From an optimization exercise on the open Yosys and OpenROAD flow, aimed at small area, a short achievable clock period and few clock cycles; shortcuts taken in it are not production practice.
RTL that was checked went through simulation tests only; none was proved equivalent to the original.
No functional check of the RTL was part of runs 1 to 5.
Power and IR drop assume default switching activity.

File: flow/run.sh
#!/bin/bash
# The standard layout (standard synthesis, floorplan, place, CTS, route),
# with the smallest buffer on each input and output port instead of the
# default port buffer cell. Each tool's output goes to its log here.
set -euo pipefail
export BUFFER_PORTS_ARGS="-buffer_cell sky130_fd_sc_hd__buf_1"
bash standard.sh synth > synth.log 2>&1
bash standard.sh finish > layout.log 2>&1
File: design.v
module pcmdf_dec (
    input  wire        clk,
    input  wire        rst,
    input  wire        start,
    input  wire [15:0] cfg_len,
    input  wire [15:0] cfg_fps,
    input  wire        cfg_fps_set,
    input  wire        cfg_extract,
    output reg         idle,
    input  wire        in_valid,
    output reg         in_ready,
    input  wire [31:0] in_data,
    output reg         out_valid,
    input  wire        out_ready,
    output reg  [1:0]  out_type,
    output wire [31:0] out_data,
    output reg  [2:0]  out_nbytes,
    output reg         out_tp,
    output reg  [63:0] out_ts,
    output reg  [15:0] out_hdr,
    output reg         out_ss,
    output wire [31:0] out_sync,
    output reg  [15:0] out_sfid,
    output reg  [15:0] out_plen,
    output wire [2:0]  out_status,
    output reg  [15:0] out_offset,
    output reg  [15:0] out_count,
    output reg  [31:0] out_mode_word
);
    localparam [1:0] T_HDR = 2'd0, T_PAY = 2'd1, T_END = 2'd2;
    localparam [2:0] PH_MODE  = 3'd0,   
                     PH_TP    = 3'd1,   
                     PH_REC   = 3'd2,   
                     PH_DRAIN = 3'd3,   
                     PH_SHORT = 3'd4;   
    reg        busy;
    reg [2:0]  phase;
    reg [1:0]  status;
    reg        fpsv_l;      
    reg        xbad;        
    reg [15:0] lrem;        
    reg        lnz;         
    reg        lw;          
    reg        fit0;        
    reg        fit1;        
    reg [15:0] sh;          
    reg [15:0] hl;          
    reg        rl0, rl1;    
    reg [3:0]  fi;          
    reg [15:0] hold;        
    reg        hv;          
    reg        df;          
    reg        tsh;         
    reg [31:0] sk;          
    reg        skv;
    reg        endp;        
    reg [31:0] dsync;
    assign out_status = {1'b0, status};
    assign out_data   = dsync;
    assign out_sync   = dsync;
    wire   hdr_wait   = out_valid && (out_type == T_HDR);
    wire out_free = !out_valid || out_ready;
    wire slot     = out_free && !endp;        
    wire acc      = in_valid && in_ready;
    wire go       = (skv || acc) && slot;
    wire [31:0] w = skv ? sk : in_data;
    wire [13:0] lrem_q = lrem[15:2] - 14'd1;
    wire [15:0] h0 = w[15:0];
    wire [15:0] h1 = w[31:16];
    wire        x  = out_ss;
    wire        odd = out_plen[0];      
    wire        rec = (phase == PH_REC);
    wire        rlast0 = rl0;                     
    wire        rlast1 = rl1;                     
    wire [3:0]  fi1 = (fi == 4'd8) ? 4'd8 : fi + 4'd1;
    wire [3:0]  f1  = rlast0 ? 4'd0 : fi1;
    wire        p0  = x ? (fi >= 4'd8) : (fi >= 4'd5);
    wire        p1  = x ? (f1 >= 4'd8) : (f1 >= 4'd5);
    wire        start0 = (fi == 4'd0);
    wire        nofit0 = start0 && !fit0;
    wire        nofit1 = rlast0 && !fit1;
    wire        bad0   = start0 && xbad;
    wire        par  = sh[0] ^ hl[0];             
    wire [15:0] E    = par ? h1 : h0;
    wire [15:0] O    = par ? h0 : h1;
    wire [3:0]  idxE = par ? fi1 : fi;
    wire [3:0]  idxO = par ? fi : fi1;
    wire        vE   = !(rlast0 && par);          
    wire        vO   = !(rlast0 && !par);
    wire        h0ff   = (h0 == 16'hFFFF);
    wire        h1ff   = (h1 == 16'hFFFF);
    wire        ts_pos = (idxO == 4'd3) && vO && (out_ts[31:0] == 32'hFFFF_FFFF) &&
                         (!par || (out_ts[47:32] == 16'hFFFF));
    wire        ts_bad = ts_pos && h0ff && (par || h1ff);
    wire        ts_end = ts_pos && par && rlast1;
    wire        hdr_w = x ? ((idxO == 4'd7) && vO) : ((idxE == 4'd4) && vE);
    wire        pay_beat = hv ? p0 : (p0 && !hdr_w);
    wire        hv_n     = (hdr_w && p1) || (hv && p0 && p1) || (!hv && !p0 && p1);
    wire        df_n     = (go && rec) ? (hv_n && rlast1) : (df && !out_free);
    wire        df_out   = df && out_free;
    wire        d_pay    = go && ((phase == PH_TP) || (rec && pay_beat));
    wire        d_hi_en  = df_out || d_pay || (go && rec && (idxO == 4'd5) && vO);
    wire        d_lo_en  = df_out || d_pay || (go && rec && (idxE == 4'd6) && vE);
    wire        d_pair   = df_out || (d_pay && hv);            
    wire [15:0] d_hi     = (d_pair || (!d_pay && par)) ? h0 : h1;
    wire [15:0] d_lo     = d_pair ? hold : ((!d_pay && par) ? h1 : h0);
    wire        mode_go  = go && (phase == PH_MODE);
    wire        rec_go   = go && rec;
    wire        end_ld   = (endp && out_free) || (go && (phase == PH_DRAIN) && lw && !df);
    wire        hdr_ld   = (mode_go && w[20]) || (rec_go && hdr_w && !ts_bad && !bad0);
    wire        beat_ld  = end_ld || hdr_ld || df_out || d_pay;
    wire        is_hdr   = (mode_go && w[20]) || (rec_go && hdr_w);
    wire [2:0]  nb_tp    = (lw && lrem[1:0] != 2'd0) ? {1'b0, lrem[1:0]} : 3'd4;
    wire        short_ld = busy && (phase == PH_SHORT) && slot;
    wire        rl_any   = rlast0 || rlast1;
    wire        off_en   = short_ld || mode_go || (rec_go && rl_any && !(ts_end && h0ff));
    wire [15:0] off_d    = short_ld ? 16'd0 : mode_go ? (w[20] ? lrem : 16'd4) :
                           out_offset + {sh[14:0], 1'b0};
    wire        cnt_en   = short_ld || mode_go || (rec_go && rl_any) || (status == 2'd3);
    wire [15:0] cnt_d    = mode_go ? {15'd0, w[20]} :
                           (short_ld || status == 2'd3) ? 16'd0 : out_count + 16'd1;
    wire        st_en    = short_ld || mode_go || (rec_go && ((bad0 && !nofit0) || ts_bad));
    wire [1:0]  st_d     = short_ld ? 2'd1 : mode_go ? ((w[20] || fpsv_l) ? 2'd0 : 2'd2) : 2'd3;
    wire        pos_en   = mode_go || rec_go;
    wire [3:0]  fi_d     = mode_go ? 4'd0 : rlast0 ? 4'd1 : rlast1 ? 4'd0 :
                           (fi >= 4'd6) ? 4'd8 : fi + 4'd2;
    wire [15:0] hl_d     = (mode_go || rlast1) ? sh : rlast0 ? sh - 16'd1 : hl - 16'd2;
    wire        rl0_d    = !mode_go && !rlast0 && !rlast1 && (hl == 16'd3);
    wire        rl1_d    = !mode_go && !rlast0 && !rlast1 && (hl == 16'd4);
    wire [2:0]  nb_rec   = hv ? (!p0 ? (odd ? 3'd1 : 3'd2) : (rlast0 && odd) ? 3'd3 : 3'd4)
                              : (rlast0 ? (odd ? 3'd1 : 3'd2) : ((rlast1 && odd) ? 3'd3 : 3'd4));
    wire [17:0] fit_b  = {2'b00, lrem} - {1'b0, sh, 1'b0};
    wire        fit_hi = (fit_b[16:3] != 14'd0);
    wire        fit0_d = !fit_b[17] && (fit_hi || fit_b[2:0] >= (odd ? 3'd3 : 3'd4));
    wire        fit1_d = !fit_b[17] && (fit_hi || fit_b[2:0] >= (odd ? 3'd5 : 3'd6));
    reg        busy_n, lnz_n, skv_n, endp_n, short_n;
    reg [2:0]  phase_n;
    reg        end_now;
    always @* begin
        skv_n   = skv ? !slot : (acc && !slot);
        busy_n  = busy;
        lnz_n   = lnz;
        phase_n = phase;
        short_n = (phase == PH_SHORT);
        endp_n  = endp && !out_free;
        end_now = 1'b0;
        if (!busy) begin
            if (start && idle) begin
                busy_n  = 1'b1;
                lnz_n   = (cfg_len != 16'd0);
                short_n = (cfg_len < 16'd4);
                phase_n = short_n ? PH_SHORT : PH_MODE;
            end
        end else begin
            if (phase == PH_SHORT && slot) begin
                phase_n = PH_DRAIN;
                short_n = 1'b0;
            end
            if (go) begin
                lnz_n = !lw;
                case (phase)
                    PH_MODE:  phase_n = w[20] ? PH_TP : (fpsv_l ? PH_REC : PH_DRAIN);
                    PH_REC:   if (nofit0 || bad0 || ts_bad || nofit1) phase_n = PH_DRAIN;
                    PH_DRAIN: end_now = lw && !df;
                    default: ;
                endcase
            end
            if (end_now) begin
                busy_n = 1'b0;
            end else if (!lnz_n && !df_n && !short_n) begin
                busy_n = 1'b0;
                endp_n = 1'b1;
            end
        end
    end
    always @(posedge clk) begin
        if (rst) begin
            busy      <= 1'b0;
            out_valid <= 1'b0;
            df        <= 1'b0;
            skv       <= 1'b0;
            in_ready  <= 1'b0;
            idle      <= 1'b1;
            endp      <= 1'b0;
            phase     <= PH_MODE;
        end else begin
            busy     <= busy_n;
            lnz      <= lnz_n;
            skv      <= skv_n;
            phase    <= phase_n;
            endp     <= endp_n;
            in_ready <= busy_n && lnz_n && !skv_n && !short_n;
            idle     <= !busy_n && !(out_free ? hdr_ld : hdr_wait);
            out_valid <= (out_valid && !out_ready) || beat_ld;
            if (out_free)
                out_type <= end_ld ? T_END : is_hdr ? T_HDR : T_PAY;
            if (df_out || d_pay)
                out_nbytes <= df_out ? (odd ? 3'd1 : 3'd2) :
                              (phase == PH_TP) ? nb_tp : nb_rec;
            if (acc && !slot)
                sk <= in_data;
            if (d_hi_en)
                dsync[31:16] <= d_hi;
            if (d_lo_en)
                dsync[15:0] <= d_lo;
            if (pos_en) begin
                fi  <= fi_d;
                hl  <= hl_d;
                rl0 <= rl0_d;
                rl1 <= rl1_d;
            end
            if (rec_go && (tsh || (idxE == 4'd0 && vE)))
                out_ts[15:0] <= tsh ? hold : E;
            if (rec_go && idxO == 4'd1 && vO) out_ts[31:16] <= O;
            if (rec_go && idxE == 4'd2 && vE) out_ts[47:32] <= E;
            if (rec_go && idxO == 4'd3 && vO) out_ts[63:48] <= O;
            if (rec_go && idxE == 4'd4 && vE) out_hdr <= E;
            if (rec_go && idxO == 4'd7 && vO) out_sfid <= O;
            if (cnt_en)
                out_count <= cnt_d;
            if (off_en)
                out_offset <= off_d;
            if (st_en)
                status <= st_d;
            if (!busy) begin
                if (start && idle) begin
                    fpsv_l   <= cfg_fps_set;
                    xbad     <= cfg_extract && (cfg_fps < 16'd6);
                    out_ss   <= cfg_extract;
                    out_plen <= cfg_extract ? cfg_fps - 16'd6 : cfg_fps;
                    sh       <= ({1'b0, cfg_fps} + 17'd11) >> 1;
                    lrem     <= cfg_len;
                    lw       <= (cfg_len <= 16'd4);
                    hv       <= 1'b0;
                    df       <= 1'b0;
                    tsh      <= 1'b0;
                end
            end else begin
                if (phase == PH_SHORT && slot)
                    out_mode_word <= 32'd0;
                if (df && out_free)
                    hv <= 1'b0;      
                df <= df_n;
                if (go) begin
                    lrem <= lw ? 16'd0 : {lrem_q, lrem[1:0]};
                    lw   <= (lrem[15:3] == 13'd0) || (lrem == 16'd8);
                    fit0 <= fit0_d;
                    fit1 <= fit1_d;
                    hold <= h1;
                    case (phase)
                        PH_MODE: begin
                            out_mode_word <= w;
                            out_tp        <= w[20];
                            if (w[20])
                                out_plen <= {lrem_q, lrem[1:0]};
                        end
                        PH_REC: begin
                            tsh <= rlast0;
                            hv <= hv_n;
                        end
                        default: ;
                    endcase
                end
            end
        end
    end
endmodule
File: config.mk
export PLATFORM = sky130hd
export DESIGN_NAME = pcmdf_dec
export DESIGN_NICKNAME = pcmdf_dec
export VERILOG_FILES = /design/flow/design.v
export SDC_FILE = /design/flow/constraint.sdc
export NUM_CORES = 4
export LEC_CHECK = 0
export CAP_MARGIN = 20
export CORE_MARGIN = 2
export CORE_UTILIZATION = 60
export CTS_BUF_LIST = sky130_fd_sc_hd__clkbuf_4
export PLACE_DENSITY = 0.75
export SETUP_SLACK_MARGIN = 4.8
export SLEW_MARGIN = 20
File: standard.sh
#!/bin/bash
# synth_recipe.tcl (not shown) runs the flow's synth.tcl, then flattens the netlist and writes it again
# the make line also repeats each setting of config.mk as NAME=value (left out here)
make -C /OpenROAD-flow-scripts/flow DESIGN_CONFIG=/design/flow/config.mk WORK_HOME=/design/flow/orfs CLKGATE_MAP_FILE= SYNTH_SCRIPT=/design/flow/synth_recipe.tcl "${@:-finish}"
File: constraint.sdc
create_clock -name core_clock -period 8.0 [get_ports {clk}]
set_input_delay 1.6000 -clock core_clock [delete_from_list [all_inputs] [get_ports {clk}]]
set_output_delay 1.6000 -clock core_clock [all_outputs]
set_load 0.01 [all_outputs]
==> impl_metrics.py, run 1 <==
metrics = {
    "grt": {
        "grt_max_degree": 73,
        "grt_usage_pct": 32.94,
        "antenna_found_initial": 1,
        "grt_pass1_wl_um": 77890,
        "overflow": 0,
        "grt_pass1_vias": 13940,
    },
    "die": {
        "io_pins": 324,
        "initial_core_util_pct": 60.54,
        "fp.dieH_um": 176.5,
        "die_area_um2": 31140,
        "die_w_um": 176.5,
        "core_um2": 29480,
        "row_count": 63,
    },
    "synthesis": {
        "synth_ff_type": "edfxtp_1",
        "yosysMostFrequentCell": "edfxtp_1",
        "synth_edf_count": 327,
        "synth-seq-cells": 337,
        "syn_inst": 1612,
        "synth_area_um2": 17850,
        "synthTopCellsByArea": "edfxtp_1, ha_1, nor2_1, a21oi_1, mux2i_1",
        "yosysWarningCount": 1,
        "yosysTopAreaCell": "edfxtp_1",
        "synth_top_area_share_pct": 55.02,
        "synth_fp_nets": 1731,
        "async_reset_ff_share_pct": 0,
        "ys_seq_area_share_pct": 56.14,
        "ys_types": 78,
        "synth_common_cells": "edfxtp_1, nor2_1, a21oi_1",
        "syn_avg_cell_area_um2": 11.07,
    },
    "placed_design": {
        "place_hpwl_um": 38230,
        "gp_congestion": 0.9347,
        "numPortBuffers": 322,
        "placed_area_um2": 19280,
    },
    "timing": {
        "worstMarginPinSlew_ps": 1075,
        "drv_slew": 0,
        "max_freq_mhz": 312.7,
        "hold_violations": 0,
        "post-route-min-period_ps": 3198,
        "rsz0062_at_grt": "yes",
        "clock_skew_ps": 66.02,
        "period_share_pct": 39.98,
        "fin_setup_tns_ps": 0,
        "relSlewSlack_pct": 28.36,
        "setup_viol": 0,
    },
    "clock_tree": {
        "holdBufCountCts": 0,
        "cts_tree": "yes",
        "clockBufferDepth": 3,
        "clock_latency_ps": 770,
        "clock_sinks": 337,
        "root_buffer": "clkbuf_4",
        "cts_max_level": 3,
        "cts_buffers": 86,
        "clk_pin_slew_worst_paths_ps": 60,
    },
    "finish": {
        "stdcell_area_um2": 20880,
        "layout.nets": 2083,
        "drive_gt1_share_pct": 13.15,
        "area_delta_synth_final_pct": 17.00,
    },
    "critical_path": {
        "required_ps": 8480,
        "crit_arrival_ps": 3680,
        "critPathKind": "primary input to flop",
        "cp_max_fo": 16,
        "critPathCaptureType": "flop",
        "start_kind": "primary input",
    },
    "pwr": {
        "power.leakage_nw": 7.232,
        "ir_drop_v": 0.0001303,
        "p_per_area_nw_per_um2": 197.6,
        "totalPowerFinal_w": 0.004126,
    },
    "worst_hold_path": {
        "hold_path.class": "flop to flop",
    },
    "route": {
        "routed_wl_um": 52620,
        "vias_per_cell": 6.124,
        "wl_per_cell_um": 21.71,
        "ant_nets": 0,
        "num_vias": 14840,
        "drc": 0,
        "dr.pass1.iters": 5,
        "drtIter0Drc": 1887,
    },
    "run": {
        "drv_cap": 0,
    },
    "status": {
        "outcome": "finished clean",
    },
}
## cells in the final DEF, fill, tap and decap left out, types with 20 or more instances in the layout
cell type / instances
o21ai_0: 85
xor2_1: 39
mux2_2: 23
clkbuf_4: 116
buf_1: 322
mux2i_1: 50
ha_1: 45
a21oi_1: 97
nor2_1: 135
nand4_1: 33
xnor2_1: 40
clkinv_1: 26
inv_1: 78
nor3_1: 50
nand2_1: 96
o21a_1: 24
nand3_1: 67
nand2b_1: 20
edfxtp_1: 327
o22ai_1: 27
buf_4: 35
## cell type report
| cell class | count | area, µm² |
|---|---|---|
| sequential | 337 | 10020 |
| inverter | 81 | 311.5 |
| multi-input combinational | 1088 | 7301 |
| tap | 390 | 488.0 |
| clock buffer | 116 | 870.8 |
| clock inverter | 39 | 172.7 |
| fill | 2241 | 8600 |
| antenna | 3 | 7.507 |
| timing repair buffer | 370 | 1705 |
## stage by stage
step           utilization [%]  hold slack (ps)  setup WS, ps  cells
2_1_floorplan                -            485.2          4434   1612
3_3_place_gp             65.38            519.1          3614   2230
3_5_place_dp             65.38            531.5          3428   2230
4_1_cts                  70.01            535.2          4802   2407
5_1_grt                  70.82            571.8          4708   2423
6_report                 70.83            548.5          4802   2424
## path summary, 6_finish.rpt
| kind | depth (start not counted) | start | slack (ps) | to |
|---|---|---|---|---|
| worst min-delay path | 2 | df | 550 | df |
| worst max register to register | 8 | skv | 4820 | out_offset[6] |
| worst max-delay path | 9 | in_data[13] | 4800 | out_offset[6] |
| worst min register to register | 2 | df | 550 | df |
## timing repair
| action | CTS | global route |
|---|---|---|
| pin swaps | 10 | 10 |
| endpoints found under the setup margin | 212 | 137 |
| gates cloned | 3 | 0 |
| gates resized for setup | 17 | 21 |
| buffers inserted | 19 | 14 |
## worst max-delay path: stages
cell and delay (ps):
buf_1 90, mux2i_1 70, buf_4 190, nor4_1 480, and4_1 370, nand3_1 130
nor3_1 410, o22ai_4 150, buf_12 180
## power breakdown
group          total, W  leakage (nW)  switching (W)  internal [W]
clock           0.00140         0.624       0.000718      0.000683
combinational  0.000629          3.56       0.000397      0.000232
sequential      0.00210          3.05      0.0000653       0.00203
total           0.00413          7.23        0.00118       0.00295
## routing by layer
metal  vias to the layer above  wire length [µm]  share of wire, %  GRT usage, %
li1                       6777                 -                 -             -
met1                      7054             19340                37         39.21
met2                       860             26870                51         57.88
met3                       153              3996               7.6         5.469
met4                         0              2410               4.6         16.60
met5                         -                 0                 0             0
## registers in the layout (all words and copies together) (netlist names), 2 cells and up
register and cells:
out_mode_word 32, out_offset 16, out_ts 64, phase 3, dsync 32, hold 16
out_hdr 16, out_sfid 16, sk 32, out_count 16, status 2, lrem 16
out_nbytes 3, hl 16, out_plen 16, fi 4, out_type 2, sh 16
## cell families (layout without fill, tap and decap cells)
family                     Yosys count  in the layout  share of synthesized area [%]
and+or+nand+nor                    524            524                          14.56
DFF                                337            337                          56.14
muxes                               73             73                          4.255
adders and majority gates           48             48                          3.449
other                                1              4                        0.02101
AOI/OAI and AO/OA                  358            360                          12.58
xor gates and xnor gates            81             82                          4.017
buffers and inverters              190            606                          4.978
==> run 2, diff against run 1 <==
--- a/design.v
+++ b/design.v
@@ -46,4 +46,5 @@
     reg [15:0] sh;          
     reg [15:0] hl;          
+    reg        hsf;         
     reg        rl0, rl1;    
     reg [3:0]  fi;          
@@ -81,5 +82,5 @@
     wire        nofit1 = rlast0 && !fit1;
     wire        bad0   = start0 && xbad;
-    wire        par  = sh[0] ^ hl[0];             
+    wire        par  = sh[0] ^ hl[0] ^ hsf;       
     wire [15:0] E    = par ? h1 : h0;
     wire [15:0] O    = par ? h0 : h1;
@@ -125,7 +126,8 @@
     wire [3:0]  fi_d     = mode_go ? 4'd0 : rlast0 ? 4'd1 : rlast1 ? 4'd0 :
                            (fi >= 4'd6) ? 4'd8 : fi + 4'd2;
-    wire [15:0] hl_d     = (mode_go || rlast1) ? sh : rlast0 ? sh - 16'd1 : hl - 16'd2;
-    wire        rl0_d    = !mode_go && !rlast0 && !rlast1 && (hl == 16'd3);
-    wire        rl1_d    = !mode_go && !rlast0 && !rlast1 && (hl == 16'd4);
+    wire [15:0] hl_d     = (mode_go || rlast0 || rlast1) ? sh : hl - 16'd2;
+    wire        hsf_d    = mode_go ? 1'b0 : rlast0 ? 1'b1 : rlast1 ? 1'b0 : hsf;
+    wire        rl0_d    = !mode_go && !rlast0 && !rlast1 && (hl == (hsf ? 16'd4 : 16'd3));
+    wire        rl1_d    = !mode_go && !rlast0 && !rlast1 && (hl == (hsf ? 16'd5 : 16'd4));
     wire [2:0]  nb_rec   = hv ? (!p0 ? (odd ? 3'd1 : 3'd2) : (rlast0 && odd) ? 3'd3 : 3'd4)
                               : (rlast0 ? (odd ? 3'd1 : 3'd2) : ((rlast1 && odd) ? 3'd3 : 3'd4));
@@ -207,4 +209,5 @@
                 fi  <= fi_d;
                 hl  <= hl_d;
+                hsf <= hsf_d;
                 rl0 <= rl0_d;
                 rl1 <= rl1_d;
--- a/config.mk
+++ b/config.mk
@@ -9,5 +9,5 @@
 export CORE_MARGIN = 2
 export CORE_UTILIZATION = 60
-export CTS_BUF_LIST = sky130_fd_sc_hd__clkbuf_4
+export CTS_BUF_LIST = sky130_fd_sc_hd__clkbuf_4 sky130_fd_sc_hd__clkbuf_8
 export PLACE_DENSITY = 0.75
 export SETUP_SLACK_MARGIN = 4.8
==> impl_metrics.py, run 2 <==
metrics = {
    "status": {
        "outcome": "finished clean",
    },
    "finish": {
        "top_register": "out_ts",
        "area_delta_synth_final_pct": 19.00,
        "drive_gt1_share_pct": 13.75,
        "num-fill-cells": 2109,
        "stdcell_area_um2": 20640,
        "mostFrequentLayoutCell": "edfxtp_1",
        "final_cell_mix": "edfxtp_1, buf_1, nor2_1",
        "stdcell_count": 2267,
        "regArea_um2": 10050,
        "largest_register_ffs": 64,
        "layout.nets": 1959,
        "antenna_cells": 0,
        "multi_input_area_um2": 6853,
    },
    "critical_path": {
        "crit_arrival_ps": 3650,
        "slowest_stage": "or4b_4",
        "start_kind": "primary input",
        "crit_chain": "buf_2, ha_2, or4b_4, or3_4, nor3_4, nand2b_1, nor2_2, xor2_1, nor2_1, a21oi_2",
        "r2r_end": "dsync[12]",
        "critical_path_buf_inv_count": 1,
        "critPathKind": "primary input to flop",
        "cpLargestDelayFamily": "simple AND/OR/NAND/NOR gates",
        "slowest_delay_ps": 490,
        "reg2regPathDepth": 11,
        "cp_max_fo": 6,
        "required_ps": 8430,
        "rrSetupSlack_ps": 4850,
        "r2r-start": "sh[0]",
        "critPathCaptureType": "flop",
    },
    "grt": {
        "grt_pass1_wl_um": 74780,
        "grt_max_degree": 71,
        "grt_util_met2_pct": 56.86,
        "overflow": 0,
        "grt_pass1_vias": 12790,
        "antenna_found_initial": 0,
        "grt_use_met1_pct": 40.55,
        "grt_usage_pct": 32.16,
        "globalRoute.busiestLayer": "met2",
        "use_met3_pct": 4.681,
    },
    "synthesis": {
        "synth_area_um2": 17350,
        "yosysTopAreaCell": "edfxtp_1",
        "synthMuxAreaShare_pct": 4.039,
        "synth_ff_type": "edfxtp_1",
        "ys_seq_area_share_pct": 57.93,
        "yosysWarningCount": 1,
        "synth-xor-area-share_pct": 4.616,
        "syn_inst": 1497,
        "synth_top_family_by_area": "simple AND/OR/NAND/NOR gates",
        "yosysMostFrequentCell": "edfxtp_1",
        "async_reset_ff_share_pct": 0,
        "synthAdderAreaFrac_pct": 3.477,
        "synth-seq-cells": 338,
        "synth_edf_count": 328,
        "synth_compound_area_share_pct": 11.93,
        "synth_fp_nets": 1615,
        "synth_common_cells": "edfxtp_1, nor2_1, a21oi_1",
        "yosys.area_share.simple_pct": 12.89,
        "ys_types": 80,
        "synth_top_area_share_pct": 56.78,
        "syn_avg_cell_area_um2": 11.59,
        "synthTopCellsByArea": "edfxtp_1, nor2_1, ha_1, mux2i_1, a21oi_1",
    },
    "clock_tree": {
        "cts_tree": "yes",
        "clock_sinks": 338,
        "clockBufferDepth": 3,
        "root_buffer": "clkbuf_8",
        "clock_latency_ps": 620,
        "cts_max_level": 2,
        "clk_pin_slew_worst_paths_ps": 60,
        "cts_buffers": 53,
        "holdBufCountCts": 0,
    },
    "placed_design": {
        "dp_slack_ps": 3435,
        "place_hpwl_um": 36710,
        "gp_congestion": 0.9189,
        "placed_area_um2": 18920,
        "place_inst": 2136,
        "numPortBuffers": 322,
    },
    "pwr": {
        "ir_drop_v": 0.0001208,
        "p_per_area_nw_per_um2": 206.8,
        "power.leakage_nw": 7.235,
        "totalPowerFinal_w": 0.004269,
    },
    "die": {
        "die_w_um": 174.0,
        "io_pins": 324,
        "fp.dieH_um": 174.0,
        "die_area_um2": 30290,
        "initial_core_util_pct": 60.76,
        "core_um2": 28550,
        "row_count": 62,
    },
    "timing": {
        "relSlewSlack_pct": 36.93,
        "fin_setup_tns_ps": 0,
        "worst_slack_ps": 4774,
        "setup_viol": 0,
        "post-route-min-period_ps": 3226,
        "max_freq_mhz": 309.9,
        "period_share_pct": 40.33,
        "worstMarginPinSlew_ps": 946.1,
        "rsz0062_at_grt": "yes",
        "hold_violations": 0,
        "drv_slew": 0,
        "clock_skew_ps": 44.05,
    },
    "route": {
        "ant_nets": 0,
        "routed_wl_um": 50120,
        "num_vias": 13600,
        "dr.pass1.iters": 5,
        "vias_per_cell": 6.001,
        "wl_per_cell_um": 22.11,
        "drtIter0Drc": 1343,
        "drc": 0,
    },
    "worst_hold_path": {
        "hold_end": "out_offset[0]",
        "hold_path.class": "flop to flop",
        "min_path_cells": 2,
        "hp-start": "out_offset[0]",
    },
    "run": {
        "drv_cap": 0,
    },
}
run 2: logic make-up (layout without fill, tap and decap cells):
logic type,after synthesis,after routing
compound gates,310,310
mux,68,68
fa+ha+maj,47,47
other cells,1,1
buf+inv,187,573
simple gates,458,458
xor+xnor,88,88
flops,338,338
run 2: layer usage:
metal  share of wire (%)  wire, µm
met5                   0         0
met4                 3.4      1708
met1                  39     19350
met3                 7.2      3626
met2                  51     25440
run 2: stage by stage:
stage               hold WS, ps  util, %
global placement          525.8    66.28
CTS                       564.4    71.00
finish                    570.9    72.31
floorplan                 499.9        -
global route              607.0    72.31
detailed placement        550.3    66.28
run 2: worst max-delay path by stage:
stage | cells after the start | start | endpoint
after floorplan | 7 | out_ready | dsync[16]
after global placement | 8 | in_valid | fi[1]
after detailed placement | 8 | in_valid | fi[1]
after CTS | 9 | sh[0] | dsync[15]
after global routing | 6 | rst | lrem[0]
final | 10 | cfg_fps[2] | out_plen[15]
run 2: what timing repair did:
| item | 4_1_cts | 5_1_grt |
|---|---|---|
| pin swaps | 14 | 12 |
| setup endpoints to repair | 196 | 188 |
| resized for setup | 20 | 40 |
| hold endpoints to repair | 0 | 0 |
| buffers inserted | 11 | 23 |
run 2: worst min-delay path, delay by kind of cell (launching register included):
family	cells	cell delay, ps
flops	1	350
simple gates	1	50
compound gates	1	60
run 2: area by class of cell:
| class | instances | area share (%) |
|---|---|---|
| timing repair buffer | 384 | 8.765 |
| tap | 384 | 2.328 |
| inverter | 92 | 1.709 |
| clock buffer | 68 | 4.079 |
| multi-input combinational | 972 | 33.20 |
| sequential | 338 | 48.70 |
| clock inverter | 29 | 1.224 |
run 2: report_power, final:
group,switching (W),internal (W),total [W]
logic,0.000399,0.000242,0.000641
clock network,0.000699,0.000826,0.00153
registers,0.0000624,0.00204,0.00210
total,0.00116,0.00311,0.00427
==> run 3, diff against run 2 <==
--- a/config.mk
+++ b/config.mk
@@ -11,4 +11,4 @@
 export CTS_BUF_LIST = sky130_fd_sc_hd__clkbuf_4 sky130_fd_sc_hd__clkbuf_8
 export PLACE_DENSITY = 0.75
-export SETUP_SLACK_MARGIN = 4.8
+export SETUP_SLACK_MARGIN = 5
 export SLEW_MARGIN = 20
==> impl_metrics.py, run 3 <==
metrics = {
    "status": {
        "outcome": "finished clean",
    },
    "clock_tree": {
        "root_buffer": "clkbuf_8",
        "holdBufCountCts": 0,
        "clock_sinks": 338,
        "cts_buffers": 54,
        "cts_max_level": 2,
        "clock_latency_ps": 600,
        "cts_tree": "yes",
        "clk_pin_slew_worst_paths_ps": 70,
        "clockBufferDepth": 3,
    },
    "die": {
        "initial_core_util_pct": 60.76,
        "die_w_um": 174.0,
        "core_um2": 28550,
        "row_count": 62,
        "die_area_um2": 30290,
        "fp.dieH_um": 174.0,
        "io_pins": 324,
    },
    "critical_path": {
        "slowest_stage": "a2111oi_4",
        "cp-startpoint": "in_data[22]",
        "crit_arrival_ps": 3650,
        "start_kind": "primary input",
        "slowest_delay_ps": 510,
        "crit_path_end": "phase[0]",
        "reg2regPathDepth": 11,
        "crit_cells": 10,
        "cp_max_fo": 6,
        "cpLargestDelayFamily": "compound AO/OA/AOI/OAI gates",
        "r2r_end": "phase[0]",
        "r2r-start": "fi[1]",
        "crit_chain": "buf_1, mux2i_4, nor4_4, o2111ai_2, a2111oi_4, buf_4, o31ai_2, a21oi_2, o21ai_1, a21bo_1",
        "rrSetupSlack_ps": 4890,
        "critPathCaptureType": "flop",
        "critPathKind": "primary input to flop",
        "required_ps": 8530,
        "critical_path_buf_inv_count": 2,
    },
    "finish": {
        "layout.nets": 2017,
        "largest_register_ffs": 64,
        "mostFrequentLayoutCell": "edfxtp_1",
        "top_register": "out_ts",
        "final_cell_mix": "edfxtp_1, buf_1, nor2_1",
        "fin_util_pct": 75.68,
        "area_delta_synth_final_pct": 24.55,
        "drive_gt1_share_pct": 18.37,
        "stdcell_count": 2323,
    },
    "run": {
        "drv_cap": 0,
    },
    "route": {
        "drtIter0Drc": 1499,
        "wl_per_cell_um": 22.63,
        "routed_wl_um": 52570,
        "ant_nets": 0,
        "vias_per_cell": 6.118,
        "num_vias": 14210,
        "dr.pass1.iters": 7,
        "drc": 0,
    },
    "timing": {
        "drv_slew": 0,
        "setup_viol": 0,
        "clock_skew_ps": 30.61,
        "post-route-min-period_ps": 3119,
        "max_freq_mhz": 320.6,
        "period_share_pct": 38.99,
        "hold_violations": 0,
        "fin_setup_tns_ps": 0,
        "rsz0062_at_grt": "yes",
        "worstMarginPinSlew_ps": 920.7,
        "relSlewSlack_pct": 38.06,
    },
    "placed_design": {
        "place_inst": 2132,
        "place_hpwl_um": 36160,
        "gp_congestion": 0.8945,
        "numPortBuffers": 322,
    },
    "synthesis": {
        "synth_top_area_share_pct": 56.78,
        "yosysMostFrequentCell": "edfxtp_1",
        "synthTopCellsByArea": "edfxtp_1, nor2_1, ha_1, mux2i_1, a21oi_1",
        "yosysTopAreaCell": "edfxtp_1",
        "syn_inst": 1497,
        "synth_fp_nets": 1615,
        "synth_area_um2": 17350,
        "synth_edf_count": 328,
        "syn_avg_cell_area_um2": 11.59,
        "async_reset_ff_share_pct": 0,
        "yosysWarningCount": 1,
        "synth_common_cells": "edfxtp_1, nor2_1, a21oi_1",
        "ys_seq_area_share_pct": 57.93,
        "synth_ff_type": "edfxtp_1",
        "ys_types": 80,
        "synth-seq-cells": 338,
    },
    "grt": {
        "grt_max_degree": 71,
        "grt_usage_pct": 32.65,
        "grt_pass1_wl_um": 75770,
        "antenna_found_initial": 0,
        "overflow": 0,
        "grt_pass1_vias": 13150,
    },
    "pwr": {
        "p_per_area_nw_per_um2": 198.3,
        "power.leakage_nw": 7.644,
        "ir_drop_v": 0.0001292,
    },
    "worst_hold_path": {
        "hold_path.class": "flop to flop",
    },
}
## run 3: cell types whose count changed in the layout (fill, tap and decap cells not counted), moves of 4 or more
cell,previous run,this run
a21oi_1,88,83
buf_1,320,310
mux2i_1,48,40
buf_12,10,18
clkbuf_8,53,57
clkinv_2,12,4
buf_2,1,5
buf_6,0,4
mux2i_4,0,9
inv_1,90,86
clkbuf_4,15,21
buf_4,51,91
clkbuf_16,0,4
## run 3: tightest hold or removal path, cell delays in order (launching register included)
cell      delay, ps
edfxtp_1        350
nand2_1          50
o21ai_0          60
## run 3: kinds of logic after synthesis
group,count (synthesis),share of synthesized area [%]
AO/OA/AOI/OAI,310,11.93
XOR/XNOR,88,4.616
adder cells (fa/ha/maj),47,3.477
buffers and inverters,187,5.092
flip-flops,338,57.93
multiplexers,68,4.039
other,1,0.02162
AND/OR/NAND/NOR,458,12.89
## run 3: cell type report
cell class	instances	area, µm²
Antenna cell	1	2.502
Clock buffer	78	942.2
Clock inverter	17	107.6
Fill cell	1934	6943
Inverter	92	361.6
Multi-Input combinational cell	972	7154
Sequential cell	338	10050
Tap cell	384	480.5
Timing Repair Buffer	439	2487
Timing Repair inverter	2	16.27
## run 3: through the flow
step	worst slack, ps	instance area, µm²	total power, W	hold WS, ps
after CTS	4924	20920	0.004220	568.7
after detailed placement	3423	19020	0.002737	547.6
after floorplan	4426	17750	0.002548	509.3
final	4881	21600	0.004283	572.6
after global routing	4763	21600	0.004418	596.9
after global placement	3535	19020	0.002719	527.5
## run 3: repair_timing
item                                   4_1_cts  5_1_grt
setup endpoints to repair                  299      218
gates cloned                                 3        5
endpoints found under the hold margin        0        0
buffers inserted                            43       44
pin swaps                                   30       29
resized for setup                           65       50
## run 3: report_power, final
part           internal [W]  switching, W
clock network      0.000785      0.000670
logic              0.000291      0.000430
registers           0.00204     0.0000658
## run 3: layer usage
| metal | GRT usage (%) | vias up | wire length, µm |
|---|---|---|---|
| met5 | 0 | - | 0 |
| met4 | 14.81 | 0 | 2975 |
| met3 | 5.796 | 168 | 4509 |
| met2 | 56.44 | 880 | 25990 |
| met1 | 40.23 | 6805 | 19090 |
| li1 | - | 6358 | - |
## run 3: how the worst min path moves through the flow
| stage | from | end | cells past startpoint |
|---|---|---|---|
| finish | out_offset[0] | out_offset[0] | 2 |
| global route | out_mode_word[30] | out_mode_word[30] | 2 |
| CTS | df | df | 1 |
| detailed placement | skv | skv | 2 |
| global placement | skv | skv | 2 |
| floorplan | df | df | 1 |
==> run 4, diff against run 3 <==
--- a/config.mk
+++ b/config.mk
@@ -13,2 +13,3 @@
 export SETUP_SLACK_MARGIN = 5
 export SLEW_MARGIN = 20
+export TNS_END_PERCENT = 10
==> impl_metrics.py, run 4 <==
metrics = {
    "synthesis": {
        "yosysWarningCount": 1,
        "synth_fp_nets": 1615,
        "synth-xor-area-share_pct": 4.616,
        "async_reset_ff_share_pct": 0,
        "synth_compound_area_share_pct": 11.93,
        "synth_ff_type": "edfxtp_1",
        "syn_avg_cell_area_um2": 11.59,
        "synth_top_family_by_area": "simple AND/OR/NAND/NOR gates",
        "synth_area_um2": 17350,
        "synth_top_area_share_pct": 56.78,
        "synthMuxAreaShare_pct": 4.039,
        "syn_inst": 1497,
        "synth_edf_count": 328,
        "yosys.area_share.simple_pct": 12.89,
        "synth_common_cells": "edfxtp_1, nor2_1, a21oi_1",
        "ys_seq_area_share_pct": 57.93,
        "ys_types": 80,
        "synthTopCellsByArea": "edfxtp_1, nor2_1, ha_1, mux2i_1, a21oi_1",
        "synth-seq-cells": 338,
        "yosysMostFrequentCell": "edfxtp_1",
        "yosysTopAreaCell": "edfxtp_1",
        "synthAdderAreaFrac_pct": 3.477,
    },
    "route": {
        "dr.pass1.iters": 6,
        "routed_wl_um": 50680,
        "ant_nets": 0,
        "drc": 0,
        "wl_per_cell_um": 22.11,
        "num_vias": 14010,
        "vias_per_cell": 6.112,
        "drtIter0Drc": 1740,
    },
    "timing": {
        "hold_violations": 0,
        "fin_setup_tns_ps": 0,
        "rsz0062_at_grt": "yes",
        "drv_slew": 0,
        "relSlewSlack_pct": 40.09,
        "period_share_pct": 40.95,
        "clock_skew_ps": 26.15,
        "max_freq_mhz": 305.3,
        "post-route-min-period_ps": 3276,
        "worstMarginPinSlew_ps": 890.4,
        "setup_viol": 0,
    },
    "pwr": {
        "combPwrFrac_pct": 15.7,
        "internal_power_w": 0.003091,
        "p_clk_share_pct": 34.6,
        "seq_power_share_pct": 49.7,
        "p_per_area_nw_per_um2": 202.1,
        "ir_drop_v": 0.0001258,
        "power.leakage_nw": 7.382,
        "switching_power_w": 0.001138,
        "switching_share_pct": 26.91,
    },
    "finish": {
        "drive_gt1_share_pct": 14.31,
        "mostFrequentLayoutCell": "edfxtp_1",
        "top_register": "out_ts",
        "antenna_cells": 0,
        "area_delta_synth_final_pct": 20.64,
        "num-fill-cells": 2085,
        "fin_util_pct": 73.30,
        "final_cell_mix": "edfxtp_1, buf_1, nor2_1",
        "largest_register_ffs": 64,
        "layout.nets": 1985,
        "stdcell_area_um2": 20930,
    },
    "die": {
        "core_um2": 28550,
        "io_pins": 324,
        "initial_core_util_pct": 60.76,
        "die_area_um2": 30290,
        "die_w_um": 174.0,
        "fp.dieH_um": 174.0,
        "row_count": 62,
    },
    "grt": {
        "grt_usage_pct": 32.19,
        "grt_pass1_vias": 13020,
        "antenna_found_initial": 1,
        "overflow": 0,
        "grt_pass1_wl_um": 74840,
        "grt_max_degree": 71,
    },
    "placed_design": {
        "placed_area_um2": 18910,
        "gp_congestion": 0.9396,
        "place_hpwl_um": 36140,
        "numPortBuffers": 322,
    },
    "clock_tree": {
        "clock_sinks": 338,
        "clockBufferDepth": 3,
        "clock_latency_ps": 590,
        "cts_tree": "yes",
        "cts_buffers": 51,
        "root_buffer": "clkbuf_8",
        "clk_pin_slew_worst_paths_ps": 70,
        "cts_max_level": 2,
    },
    "critical_path": {
        "cpLargestDelayFamily": "simple AND/OR/NAND/NOR gates",
        "critPathKind": "primary input to flop",
        "reg2regPathDepth": 9,
        "start_kind": "primary input",
        "slowest_stage": "or4b_4",
        "rrSetupSlack_ps": 4870,
        "slowest_delay_ps": 540,
        "cp_max_fo": 5,
        "critPathCaptureType": "flop",
        "crit_chain": "buf_12, ha_4, or4b_4, or3_4, nor3_4, nand2b_1, buf_4, nor2_4, xor2_1, nor2_1, a21oi_1",
        "r2r-start": "sh[0]",
        "r2r_end": "status[0]",
        "required_ps": 8300,
        "crit_arrival_ps": 3570,
        "critical_path_buf_inv_count": 2,
    },
    "worst_hold_path": {
        "hp-start": "df",
        "min_path_cells": 1,
        "hold_end": "df",
        "hold_path.class": "flop to flop",
    },
    "status": {
        "outcome": "finished clean",
    },
    "run": {
        "drv_cap": 0,
    },
}
-- run 4: worst max path at each step --
stage / from / end / slack, ps / depth (start not counted)
after CTS: cfg_fps[1] / out_plen[15] / 4710 / 10
after global routing: cfg_fps[2] / out_plen[15] / 4650 / 10
after global placement: in_valid / fi[1] / 3510 / 8
final: cfg_fps[2] / out_plen[13] / 4720 / 11
after detailed placement: in_valid / fi[1] / 3410 / 8
after floorplan: out_ready / dsync[16] / 4430 / 7
-- run 4: layer usage --
layer	part of all wire [%]	vias to the layer above	GRT usage, %
li1	-	6290	-
met1	38	6736	41.00
met2	50	849	55.30
met3	8.5	133	5.752
met4	4.1	0	12.18
met5	0	-	0
-- run 4: cell families after synthesis --
kind of cell               count (synthesis)
AOI/OAI and AO/OA                        310
xor gates and xnor gates                  88
DFF                                      338
muxes                                     68
other                                      1
adders and majority gates                 47
buffers and inverters                    187
and+or+nand+nor                          458
-- run 4: power groups by stage --
stage / combinational [W] / clock, W / sequential, W
6_report: 0.000662 / 0.00146 / 0.00210
5_1_grt: 0.000720 / 0.00154 / 0.00211
4_1_cts: 0.000630 / 0.00147 / 0.00210
3_5_place_dp: 0.000594 / 0 / 0.00214
3_3_place_gp: 0.000578 / 0 / 0.00214
2_1_floorplan: 0.000413 / 0 / 0.00212
-- run 4: what timing repair did --
action / 4_1_cts / 5_1_grt
endpoints found under the setup margin: 306 / 255
hold endpoints to repair: 0 / 0
hold buffers: 0 / 0
pin swaps: 13 / 22
resized for setup: 39 / 45
gates cloned: 2 / 1
setup buffers: 27 / 24
-- run 4: layout make-up --
type	instances	area, µm²	area share, %
inverter	92	362.8	1.734
clock buffer	66	814.5	3.892
timing repair buffer	410	2071	9.895
sequential	338	10050	48.04
tap	384	480.5	2.296
clock inverter	28	227.7	1.088
multi-input combinational	974	6918	33.06
-- run 4: per-stage QoR --
stage               hold slack, ps  instances  total power, W  worst slack [ps]
global placement             533.6       2144        0.002716              3513
floorplan                    499.9       1497        0.002538              4426
CTS                          558.7       2267        0.004203              4710
global route                 591.6       2292        0.004363              4650
detailed placement           538.8       2144        0.002732              3413
finish                       567.7       2292        0.004228              4724
==> run 5, diff against run 4 <==
--- a/config.mk
+++ b/config.mk
@@ -13,3 +13,3 @@
 export SETUP_SLACK_MARGIN = 5
 export SLEW_MARGIN = 20
-export TNS_END_PERCENT = 10
+export TNS_END_PERCENT = 0
==> impl_metrics.py, run 5 <==
metrics = {
    "finish": {
        "layout.nets": 1950,
        "mostFrequentLayoutCell": "edfxtp_1",
        "num-fill-cells": 2095,
        "antenna_cells": 0,
        "fin_util_pct": 71.48,
        "largest_register_ffs": 64,
        "final_cell_mix": "edfxtp_1, buf_1, nor2_1",
        "drive_gt1_share_pct": 12.32,
        "area_delta_synth_final_pct": 17.63,
        "top_register": "out_ts",
        "stdcell_area_um2": 20400,
    },
    "clock_tree": {
        "clock_sinks": 338,
        "clk_pin_slew_worst_paths_ps": 60,
        "clock_latency_ps": 590,
        "root_buffer": "clkbuf_8",
        "cts_buffers": 53,
        "cts_max_level": 2,
        "holdBufCountCts": 0,
        "clockBufferDepth": 3,
        "cts_tree": "yes",
    },
    "synthesis": {
        "async_reset_ff_share_pct": 0,
        "synth_fp_nets": 1615,
        "synth_top_area_share_pct": 56.78,
        "syn_inst": 1497,
        "yosysTopAreaCell": "edfxtp_1",
        "ys_types": 80,
        "synth_area_um2": 17350,
        "syn_avg_cell_area_um2": 11.59,
        "synth_edf_count": 328,
        "synth_common_cells": "edfxtp_1, nor2_1, a21oi_1",
        "ys_seq_area_share_pct": 57.93,
        "synth_ff_type": "edfxtp_1",
        "yosysWarningCount": 1,
        "synthTopCellsByArea": "edfxtp_1, nor2_1, ha_1, mux2i_1, a21oi_1",
        "yosysMostFrequentCell": "edfxtp_1",
        "synth-seq-cells": 338,
    },
    "die": {
        "row_count": 62,
        "fp.dieH_um": 174.0,
        "core_um2": 28550,
        "die_area_um2": 30290,
        "io_pins": 324,
        "initial_core_util_pct": 60.76,
        "die_w_um": 174.0,
    },
    "grt": {
        "grt_max_degree": 71,
        "overflow": 0,
        "globalRoute.busiestLayer": "met2",
        "grt_usage_pct": 31.64,
        "grt_util_met2_pct": 54.35,
        "grt_use_met1_pct": 40.72,
        "use_met3_pct": 4.637,
        "grt_pass1_wl_um": 73370,
        "grt_pass1_vias": 12620,
        "antenna_found_initial": 0,
    },
    "critical_path": {
        "critPathCaptureType": "flop",
        "cp_max_fo": 4,
        "reg2regPathDepth": 10,
        "required_ps": 8420,
        "start_kind": "primary input",
        "critPathKind": "primary input to flop",
        "crit_arrival_ps": 3640,
    },
    "timing": {
        "hold_violations": 0,
        "relSlewSlack_pct": 34.96,
        "drv_slew": 0,
        "period_share_pct": 40.26,
        "fin_setup_tns_ps": 0,
        "hold_ws_ps": 550.2,
        "max_freq_mhz": 310.5,
        "setup_viol": 0,
        "clock_skew_ps": 38.69,
        "rsz0062_at_grt": "yes",
        "worst_slack_ps": 4780,
        "worstMarginPinSlew_ps": 948.5,
        "post-route-min-period_ps": 3221,
    },
    "placed_design": {
        "gp_congestion": 0.9122,
        "numPortBuffers": 322,
        "place_hpwl_um": 36630,
        "dp_slack_ps": 3416,
        "placed_area_um2": 18910,
    },
    "route": {
        "ant_nets": 0,
        "vias_per_cell": 5.988,
        "wl_per_cell_um": 21.89,
        "routed_wl_um": 49450,
        "drc": 0,
        "drtIter0Drc": 1544,
        "num_vias": 13530,
        "dr.pass1.iters": 6,
    },
    "pwr": {
        "ir_drop_v": 0.0001387,
        "p_per_area_nw_per_um2": 207.1,
        "power.leakage_nw": 7.170,
    },
    "worst_hold_path": {
        "min_path_cells": 1,
        "hold_path.class": "flop to flop",
    },
    "status": {
        "outcome": "finished clean",
    },
    "run": {
        "drv_cap": 0,
    },
}
-- run 5: worst max-delay path, stage by stage --
cell      delay [ps]
buf_1            130
ha_2             220
or4b_4           500
or3_4            380
nor3_4           150
nand2b_1         100
nor2_2           110
xor2_1           200
nor2_1            80
a21oi_2          150
-- run 5: final cells by class --
| class | instances | area [µm²] | area share (%) |
|---|---|---|---|
| Sequential cell | 338 | 10050 | 49.26 |
| Multi-Input combinational cell | 972 | 6703 | 32.85 |
| Timing Repair Buffer | 375 | 1717 | 8.413 |
| Clock buffer | 78 | 942.2 | 4.617 |
| Tap cell | 384 | 480.5 | 2.355 |
| Inverter | 92 | 359.1 | 1.760 |
| Clock inverter | 20 | 151.4 | 0.7420 |
-- run 5: routing by layer --
metal,wire length (µm),vias up,share of wire [%]
li1,-,6217,-
met1,18740,6444,38
met2,24730,758,50
met3,4047,109,8.2
met4,1928,0,3.9
met5,0,-,0
-- run 5: through the flow --
stage	instances	total power, W
after floorplan	1497	0.002537
after global placement	2143	0.002715
after detailed placement	2143	0.002734
after CTS	2250	0.004221
after global routing	2259	0.004371
final	2259	0.004227
-- run 5: final timing paths --
kind / startpoint / to / slack (ps)
max: cfg_fps[1] / out_plen[15] / 4780
min: df / df / 550
max reg2reg: sh[0] / dsync[3] / 4790
min reg2reg: df / df / 550
-- run 5: kinds of logic after synthesis --
family | synth area share, %
compound gates | 11.93
xor+xnor | 4.616
fa+ha+maj | 3.477
buf+inv | 5.092
flops | 57.93
mux | 4.039
other cells | 0.02162
simple gates | 12.89
-- run 5: timing repair --
item	CTS	global route
resized for setup	20	19
pin swaps	8	10
setup endpoints to repair	225	275
setup buffers	9	9
gates cloned	0	0
-- run 5: power by group --
group | internal (W) | switching, W
registers | 0.00204 | 0.0000663
logic | 0.000234 | 0.000389
clock network | 0.000821 | 0.000676
==> run 6, diff against run 5 <==
--- a/design.v
+++ b/design.v
@@ -7,5 +7,5 @@
     input  wire        cfg_fps_set,
     input  wire        cfg_extract,
-    output reg         idle,
+    output wire        idle,
     input  wire        in_valid,
     output reg         in_ready,
@@ -46,5 +46,4 @@
     reg [15:0] sh;          
     reg [15:0] hl;          
-    reg        hsf;         
     reg        rl0, rl1;    
     reg [3:0]  fi;          
@@ -61,4 +60,5 @@
     assign out_sync   = dsync;
     wire   hdr_wait   = out_valid && (out_type == T_HDR);
+    assign idle       = !busy && !hdr_wait;
     wire out_free = !out_valid || out_ready;
     wire slot     = out_free && !endp;        
@@ -82,5 +82,5 @@
     wire        nofit1 = rlast0 && !fit1;
     wire        bad0   = start0 && xbad;
-    wire        par  = sh[0] ^ hl[0] ^ hsf;       
+    wire        par  = sh[0] ^ hl[0];             
     wire [15:0] E    = par ? h1 : h0;
     wire [15:0] O    = par ? h0 : h1;
@@ -126,8 +126,7 @@
     wire [3:0]  fi_d     = mode_go ? 4'd0 : rlast0 ? 4'd1 : rlast1 ? 4'd0 :
                            (fi >= 4'd6) ? 4'd8 : fi + 4'd2;
-    wire [15:0] hl_d     = (mode_go || rlast0 || rlast1) ? sh : hl - 16'd2;
-    wire        hsf_d    = mode_go ? 1'b0 : rlast0 ? 1'b1 : rlast1 ? 1'b0 : hsf;
-    wire        rl0_d    = !mode_go && !rlast0 && !rlast1 && (hl == (hsf ? 16'd4 : 16'd3));
-    wire        rl1_d    = !mode_go && !rlast0 && !rlast1 && (hl == (hsf ? 16'd5 : 16'd4));
+    wire [15:0] hl_d     = (mode_go || rlast1) ? sh : rlast0 ? sh - 16'd1 : hl - 16'd2;
+    wire        rl0_d    = !mode_go && !rlast0 && !rlast1 && (hl == 16'd3);
+    wire        rl1_d    = !mode_go && !rlast0 && !rlast1 && (hl == 16'd4);
     wire [2:0]  nb_rec   = hv ? (!p0 ? (odd ? 3'd1 : 3'd2) : (rlast0 && odd) ? 3'd3 : 3'd4)
                               : (rlast0 ? (odd ? 3'd1 : 3'd2) : ((rlast1 && odd) ? 3'd3 : 3'd4));
@@ -148,5 +147,5 @@
         end_now = 1'b0;
         if (!busy) begin
-            if (start && idle) begin
+            if (start && !hdr_wait) begin
                 busy_n  = 1'b1;
                 lnz_n   = (cfg_len != 16'd0);
@@ -183,5 +182,4 @@
             skv       <= 1'b0;
             in_ready  <= 1'b0;
-            idle      <= 1'b1;
             endp      <= 1'b0;
             phase     <= PH_MODE;
@@ -193,5 +191,4 @@
             endp     <= endp_n;
             in_ready <= busy_n && lnz_n && !skv_n && !short_n;
-            idle     <= !busy_n && !(out_free ? hdr_ld : hdr_wait);
             out_valid <= (out_valid && !out_ready) || beat_ld;
             if (out_free)
@@ -209,5 +206,4 @@
                 fi  <= fi_d;
                 hl  <= hl_d;
-                hsf <= hsf_d;
                 rl0 <= rl0_d;
                 rl1 <= rl1_d;
@@ -227,5 +223,5 @@
                 status <= st_d;
             if (!busy) begin
-                if (start && idle) begin
+                if (start && !hdr_wait) begin
                     fpsv_l   <= cfg_fps_set;
                     xbad     <= cfg_extract && (cfg_fps < 16'd6);
--- a/config.mk
+++ b/config.mk
@@ -10,6 +10,5 @@
 export CORE_UTILIZATION = 60
 export CTS_BUF_LIST = sky130_fd_sc_hd__clkbuf_4 sky130_fd_sc_hd__clkbuf_8
-export PLACE_DENSITY = 0.75
-export SETUP_SLACK_MARGIN = 5
+export PLACE_DENSITY = 0.65
+export SETUP_SLACK_MARGIN = 4.8
 export SLEW_MARGIN = 20
-export TNS_END_PERCENT = 0
==> impl_metrics.py, run 6 <==
metrics = {
    "synthesis": {
        "yosysTopAreaCell": "edfxtp_1",
        "synth_edf_count": 327,
        "synth_area_um2": 17810,
        "syn_avg_cell_area_um2": 11.05,
        "yosysMostFrequentCell": "edfxtp_1",
        "ys_seq_area_share_pct": 56.16,
        "synth_common_cells": "edfxtp_1, nor2_1, nand2_1",
        "syn_inst": 1612,
        "synthTopCellsByArea": "edfxtp_1, nor2_1, ha_1, mux2i_1, o21ai_0",
        "synth_fp_nets": 1731,
        "yosysWarningCount": 1,
        "synth_top_area_share_pct": 55.15,
        "async_reset_ff_share_pct": 0,
        "synth-seq-cells": 336,
        "synth_ff_type": "edfxtp_1",
        "ys_types": 77,
    },
    "clock_tree": {
        "clockBufferDepth": 3,
        "clk_pin_slew_worst_paths_ps": 70,
        "cts_tree": "yes",
        "holdBufCountCts": 0,
        "root_buffer": "clkbuf_8",
        "clock_sinks": 336,
        "clock_latency_ps": 610,
        "cts_max_level": 2,
        "cts_buffers": 54,
    },
    "timing": {
        "drv_slew": 0,
        "relSlewSlack_pct": 25.29,
        "period_share_pct": 39.55,
        "worstMarginPinSlew_ps": 1109,
        "fin_setup_tns_ps": 0,
        "clock_skew_ps": 28.07,
        "max_freq_mhz": 316.1,
        "setup_viol": 0,
        "post-route-min-period_ps": 3164,
        "hold_violations": 0,
        "rsz0062_at_grt": "yes",
    },
    "worst_hold_path": {
        "min_path_cells": 2,
        "hp-start": "hold[15]",
        "hold_end": "dsync[15]",
        "hold_path.class": "flop to flop",
    },
    "route": {
        "vias_per_cell": 6.116,
        "drc": 0,
        "drtIter0Drc": 1417,
        "ant_nets": 0,
        "routed_wl_um": 53180,
        "wl_per_cell_um": 22.34,
        "num_vias": 14560,
        "dr.pass1.iters": 5,
    },
    "critical_path": {
        "r2r_end": "fit1",
        "cp_max_fo": 5,
        "critPathKind": "primary input to flop",
        "start_kind": "primary input",
        "required_ps": 8320,
        "reg2regPathDepth": 9,
        "crit_arrival_ps": 3490,
        "rrSetupSlack_ps": 4880,
        "critPathCaptureType": "flop",
        "r2r-start": "sh[3]",
    },
    "die": {
        "die_w_um": 176.3,
        "row_count": 63,
        "fp.dieH_um": 176.3,
        "io_pins": 324,
        "die_area_um2": 31070,
        "core_um2": 29400,
        "initial_core_util_pct": 60.56,
    },
    "placed_design": {
        "gp_congestion": 0.9331,
        "numPortBuffers": 322,
        "place_hpwl_um": 39200,
    },
    "finish": {
        "drive_gt1_share_pct": 12.54,
        "final_cell_mix": "edfxtp_1, buf_1, nor2_1",
        "mostFrequentLayoutCell": "edfxtp_1",
        "largest_register_ffs": 64,
        "layout.nets": 2060,
        "fin_util_pct": 71.65,
        "num-fill-cells": 2200,
        "area_delta_synth_final_pct": 18.32,
        "top_register": "out_ts",
    },
    "pwr": {
        "power.leakage_nw": 7.353,
        "ir_drop_v": 0.0001309,
        "p_per_area_nw_per_um2": 196.8,
    },
    "grt": {
        "grt_pass1_vias": 13680,
        "grt_pass1_wl_um": 78370,
        "antenna_found_initial": 3,
        "overflow": 0,
        "grt_max_degree": 71,
        "grt_usage_pct": 33.38,
    },
    "status": {
        "outcome": "finished clean",
    },
    "run": {
        "drv_cap": 0,
    },
}
[run 6: changes by cell type in the layout (fill, tap and decap cells not counted), sizes merged, moves of 9 or more]
cell / delta
nand2: +42
o21ai: +35
mux2: +16
nand4: +16
a221oi: -14
clkinv: +13
xnor2: -12
nand3: +10
a22o: -9
buf: -9
o22ai: +9
[run 6: worst max-delay path, stage by stage]
cell and delay [ps]:
buf_12 100, or4_4 530, or3_4 400, nor3_4 280
nand3b_1 190, nor2_1 160, xnor2_1 130, mux2i_1 90
[run 6: where the power goes]
group          total (W)  internal [W]  switching [W]
clock network    0.00152      0.000810       0.000708
registers        0.00207       0.00201      0.0000595
logic           0.000558      0.000206       0.000352
[run 6: metrics by stage]
step,setup slack [ps],cells,total power [W],hold slack [ps],cell area (µm²)
3_3_place_gp,3458,2242,0.002604,536.7,19350
3_5_place_dp,3431,2242,0.002615,535.6,19350
4_1_cts,4810,2359,0.004130,539.0,20720
6_report,4836,2380,0.004146,550.1,21070
2_1_floorplan,4553,1612,0.002440,474.8,18080
5_1_grt,4753,2378,0.004289,565.5,21060
[run 6: routing by layer]
metal	GRT usage, %	wire, µm	vias to the layer above
met5	0	13	-
met3	4.759	3837	155
met2	58.56	26880	766
li1	-	-	6642
met4	18.25	3040	2
met1	39.72	19400	6992
[run 6: final cells by class]
type / count / area, µm² / share of cell area, %
flip-flops and latches: 336 / 10000 / 47.48
multi-input cells: 1094 / 7421 / 35.22
clock inverters: 32 / 241.5 / 1.146
clock buffers: 69 / 862.1 / 4.092
diodes: 4 / 10.01 / 0.04751
well taps: 390 / 488.0 / 2.316
inverters: 88 / 346.6 / 1.645
repair buffers: 367 / 1697 / 8.053
[run 6: kinds of logic (layout without fill, tap and decap cells)]
group	count (synthesis)	in the layout	share of synthesized area (%)
other	1	5	0.02106
AND/OR/NAND/NOR	545	545	14.97
AO/OA/AOI/OAI	332	332	11.45
buffers and inverters	182	556	4.757
flip-flops	336	336	56.16
XOR/XNOR	80	80	3.977
adder cells (fa/ha/maj)	48	48	3.457
multiplexers	88	88	5.214
[run 6: what timing repair did]
action,4_1_cts,5_1_grt
pin swaps,8,21
resized for setup,23,47
endpoints found under the setup margin,106,156
setup buffers,16,17
[run 6: how the worst max path moves through the flow]
| stage | start | cells past startpoint | to |
|---|---|---|---|
| after detailed placement | in_valid | 9 | out_offset[14] |
| after CTS | out_type[1] | 3 | idle |
| final | cfg_fps[5] | 8 | out_plen[15] |
| after floorplan | cfg_fps[5] | 8 | out_plen[14] |
| after global placement | in_valid | 9 | out_offset[14] |
| after global routing | in_valid | 10 | hl[10] |
Testbench counts of run 6, summed over its fixed seeds: cycles 18,614.
==> run 7, diff against run 6 <==
--- a/config.mk
+++ b/config.mk
@@ -10,5 +10,6 @@
 export CORE_UTILIZATION = 60
 export CTS_BUF_LIST = sky130_fd_sc_hd__clkbuf_4 sky130_fd_sc_hd__clkbuf_8
-export PLACE_DENSITY = 0.65
+export GPL_TIMING_DRIVEN = 0
+export PLACE_DENSITY = 0.75
 export SETUP_SLACK_MARGIN = 4.8
 export SLEW_MARGIN = 20
==> impl_metrics.py, run 7 <==
metrics = {
    "die": {
        "die_area_um2": 31070,
        "io_pins": 324,
        "core_um2": 29400,
        "fp.dieH_um": 176.3,
        "initial_core_util_pct": 60.56,
        "die_w_um": 176.3,
        "row_count": 63,
    },
    "grt": {
        "grt_pass1_wl_um": 82120,
        "grt_usage_pct": 35.04,
        "grt_max_degree": 36,
        "antenna_found_initial": 2,
        "grt_pass1_vias": 14320,
        "overflow": 0,
    },
    "route": {
        "drc": 0,
        "routed_wl_um": 55400,
        "vias_per_cell": 6.175,
        "met3WireLength_um": 4383,
        "highest_layer": "met4",
        "wl_per_cell_um": 22.55,
        "num_vias": 15170,
        "dr.pass1.iters": 6,
        "wirelength_met1_um": 20030,
        "wl_met2_um": 27200,
        "ant_nets": 0,
        "drtIter0Drc": 1616,
    },
    "timing": {
        "period_share_pct": 42.22,
        "max_freq_mhz": 296.1,
        "setup_viol": 0,
        "worst_slack_ps": 4623,
        "hold_violations": 0,
        "fin_setup_tns_ps": 0,
        "worstMarginPinSlew_ps": 939.5,
        "clock_skew_ps": 27.23,
        "drv_slew": 0,
        "rsz0062_at_grt": "yes",
        "hold_ws_ps": 551.6,
        "post-route-min-period_ps": 3377,
        "relSlewSlack_pct": 37.37,
    },
    "critical_path": {
        "required_ps": 6400,
        "reg2regPathDepth": 7,
        "crit_chain": "buf_6, buf_4, buf_4, nor2_1, clkbuf_2",
        "cp-startpoint": "busy",
        "start_kind": "flop",
        "crit_arrival_ps": 1780,
        "r2r-start": "skv",
        "cpLargestDelayFamily": "buffers and inverters",
        "critical_path_buf_inv_count": 4,
        "critPathCaptureType": "primary output",
        "crit_path_frequent_cell": "buf_4",
        "critPathKind": "flop to primary output",
        "slowest_delay_ps": 430,
        "slowest_stage": "dfxtp_2",
        "crit_cells": 5,
        "cp_max_fo": 10,
    },
    "clock_tree": {
        "cts_tree": "yes",
        "clockBufferDepth": 3,
        "clock_latency_ps": 610,
        "cts_max_level": 2,
        "root_buffer": "clkbuf_8",
        "holdBufCountCts": 0,
        "cts_buffers": 55,
        "clk_pin_slew_worst_paths_ps": 60,
        "clock_sinks": 336,
    },
    "synthesis": {
        "synth_ff_type": "edfxtp_1",
        "synth_edf_count": 327,
        "synth_top_area_share_pct": 55.15,
        "synth_area_um2": 17810,
        "async_reset_ff_share_pct": 0,
        "synth_common_cells": "edfxtp_1, nor2_1, nand2_1",
        "syn_avg_cell_area_um2": 11.05,
        "yosysMostFrequentCell": "edfxtp_1",
        "syn_inst": 1612,
        "synth_fp_nets": 1731,
        "synth-seq-cells": 336,
        "ys_types": 77,
        "ys_seq_area_share_pct": 56.16,
        "yosysWarningCount": 1,
        "yosysTopAreaCell": "edfxtp_1",
        "synthTopCellsByArea": "edfxtp_1, nor2_1, ha_1, mux2i_1, o21ai_0",
    },
    "finish": {
        "fin_util_pct": 72.96,
        "drive_gt1_share_pct": 14.63,
        "mostFrequentLayoutCell": "edfxtp_1",
        "area_delta_synth_final_pct": 20.48,
        "top_register": "out_ts",
        "final_cell_mix": "edfxtp_1, buf_1, nor2_1",
        "largest_register_ffs": 64,
        "layout.nets": 2137,
    },
    "run": {
        "drv_cap": 0,
    },
    "status": {
        "outcome": "finished clean",
    },
    "placed_design": {
        "dp_slack_ps": 3524,
        "gp_congestion": 0.9817,
        "numPortBuffers": 315,
        "place_hpwl_um": 41700,
    },
    "worst_hold_path": {
        "hold_path.class": "flop to flop",
        "min_path_cells": 1,
        "hp-start": "phase[0]",
    },
    "pwr": {
        "power.leakage_nw": 7.586,
        "ir_drop_v": 0.0001452,
        "p_per_area_nw_per_um2": 192.6,
    },
}
-- run 7: changes by cell type in the layout (fill, tap and decap cells not counted), moves of 4 or more --
| cell | delta |
|---|---|
| clkbuf_1 | +30 |
| buf_4 | +24 |
| buf_2 | +9 |
| mux2i_1 | -6 |
| mux2i_2 | +6 |
| buf_8 | +5 |
| clkbuf_2 | +5 |
| clkinv_1 | +4 |
-- run 7: logic make-up after synthesis --
family,count (synthesis),synth area share [%]
multiplexers,88,5.214
XOR/XNOR,80,3.977
flip-flops,336,56.16
other,1,0.02106
adder cells (fa/ha/maj),48,3.457
AND/OR/NAND/NOR,545,14.97
AO/OA/AOI/OAI,332,11.45
buffers and inverters,182,4.757
-- run 7: stage by stage --
step	cells	area (µm²)	total power (W)
5_1_grt	2456	21450	0.004267
6_report	2456	21450	0.004132
3_3_place_gp	2317	19750	0.002616
4_1_cts	2439	21140	0.004102
2_1_floorplan	1612	18080	0.002440
3_5_place_dp	2320	19790	0.002630
-- run 7: path summary, 6_finish.rpt --
path / to / slack, ps
worst min register to register: phase[0] / 550
worst max register to register: out_ts[9] / 4830
worst max-delay path: idle / 4620
worst min-delay path: phase[0] / 550
-- run 7: power by group --
part           switching [W]  total, W  internal, W
registers          0.0000527   0.00206      0.00201
logic               0.000372  0.000587     0.000214
clock network       0.000704   0.00148     0.000778
-- run 7: routing by layer --
metal  GRT usage [%]  vias to the layer above
met3           5.469                      197
li1                -                     6800
met2           60.25                      905
met1           41.64                     7263
met5               0                        -
met4           21.18                        0
-- run 7: timing repair --
item                       in CTS  in global routing
resized for setup              35                 56
cloned                          0                  0
setup buffers                  16                 14
setup endpoints to repair     136                225
pin swaps                      12                 10
-- run 7: area by class of cell --
class | instances | area, µm²
fillers | 2148 | 7949
well taps | 390 | 488.0
flip-flops and latches | 336 | 10000
clock buffers | 69 | 862.1
plain buffers | 94 | 574.3
multi-input cells | 1094 | 7408
repair buffers | 349 | 1565
diodes | 2 | 5.005
clock inverters | 34 | 215.2
inverters | 88 | 334.1

-- port drivers added, routing unchanged --
The flow's constraints put no driver on any port. The routed layouts listed below were extracted and timed again, unchanged, in two steps.
Step 1, drivers: a clkbuf_16 drives clk and a buf_2 each remaining input, both assumed.
Step 2, shift: input delay + t, output delay - t, t = (earliest + latest rising clock arrival at the registers) / 2. This alone moves slack from input paths to output paths.
Three values: ideal ports, drivers, drivers and shift; two values: the first two.
run | t (ns) | setup WS [ns] | cell pins on the clock port's net
run 1 | 0.782 | 4.802 / 4.793 / 4.011 | 1
run 2 | 0.650 | 4.774 / 4.803 / 4.153 | 1
run 3 | 0.631 | 4.881 / 4.879 / 4.248 | 1
run 4 | 0.617 | 4.724 / 4.722 / 4.105 | 1
run 5 | 0.620 | 4.779 / 4.772 / 4.152 | 1
run 6 | 0.647 | 4.836 / 4.811 / 4.188 | 1
run 7 | 0.647 | 4.623 / 4.574 / 4.028 | 1
After both steps setup and hold are still met in every run listed. The setup slack of run 1, which loses most, moves by -0.009 ns with the drivers and by -0.791 ns with both steps.
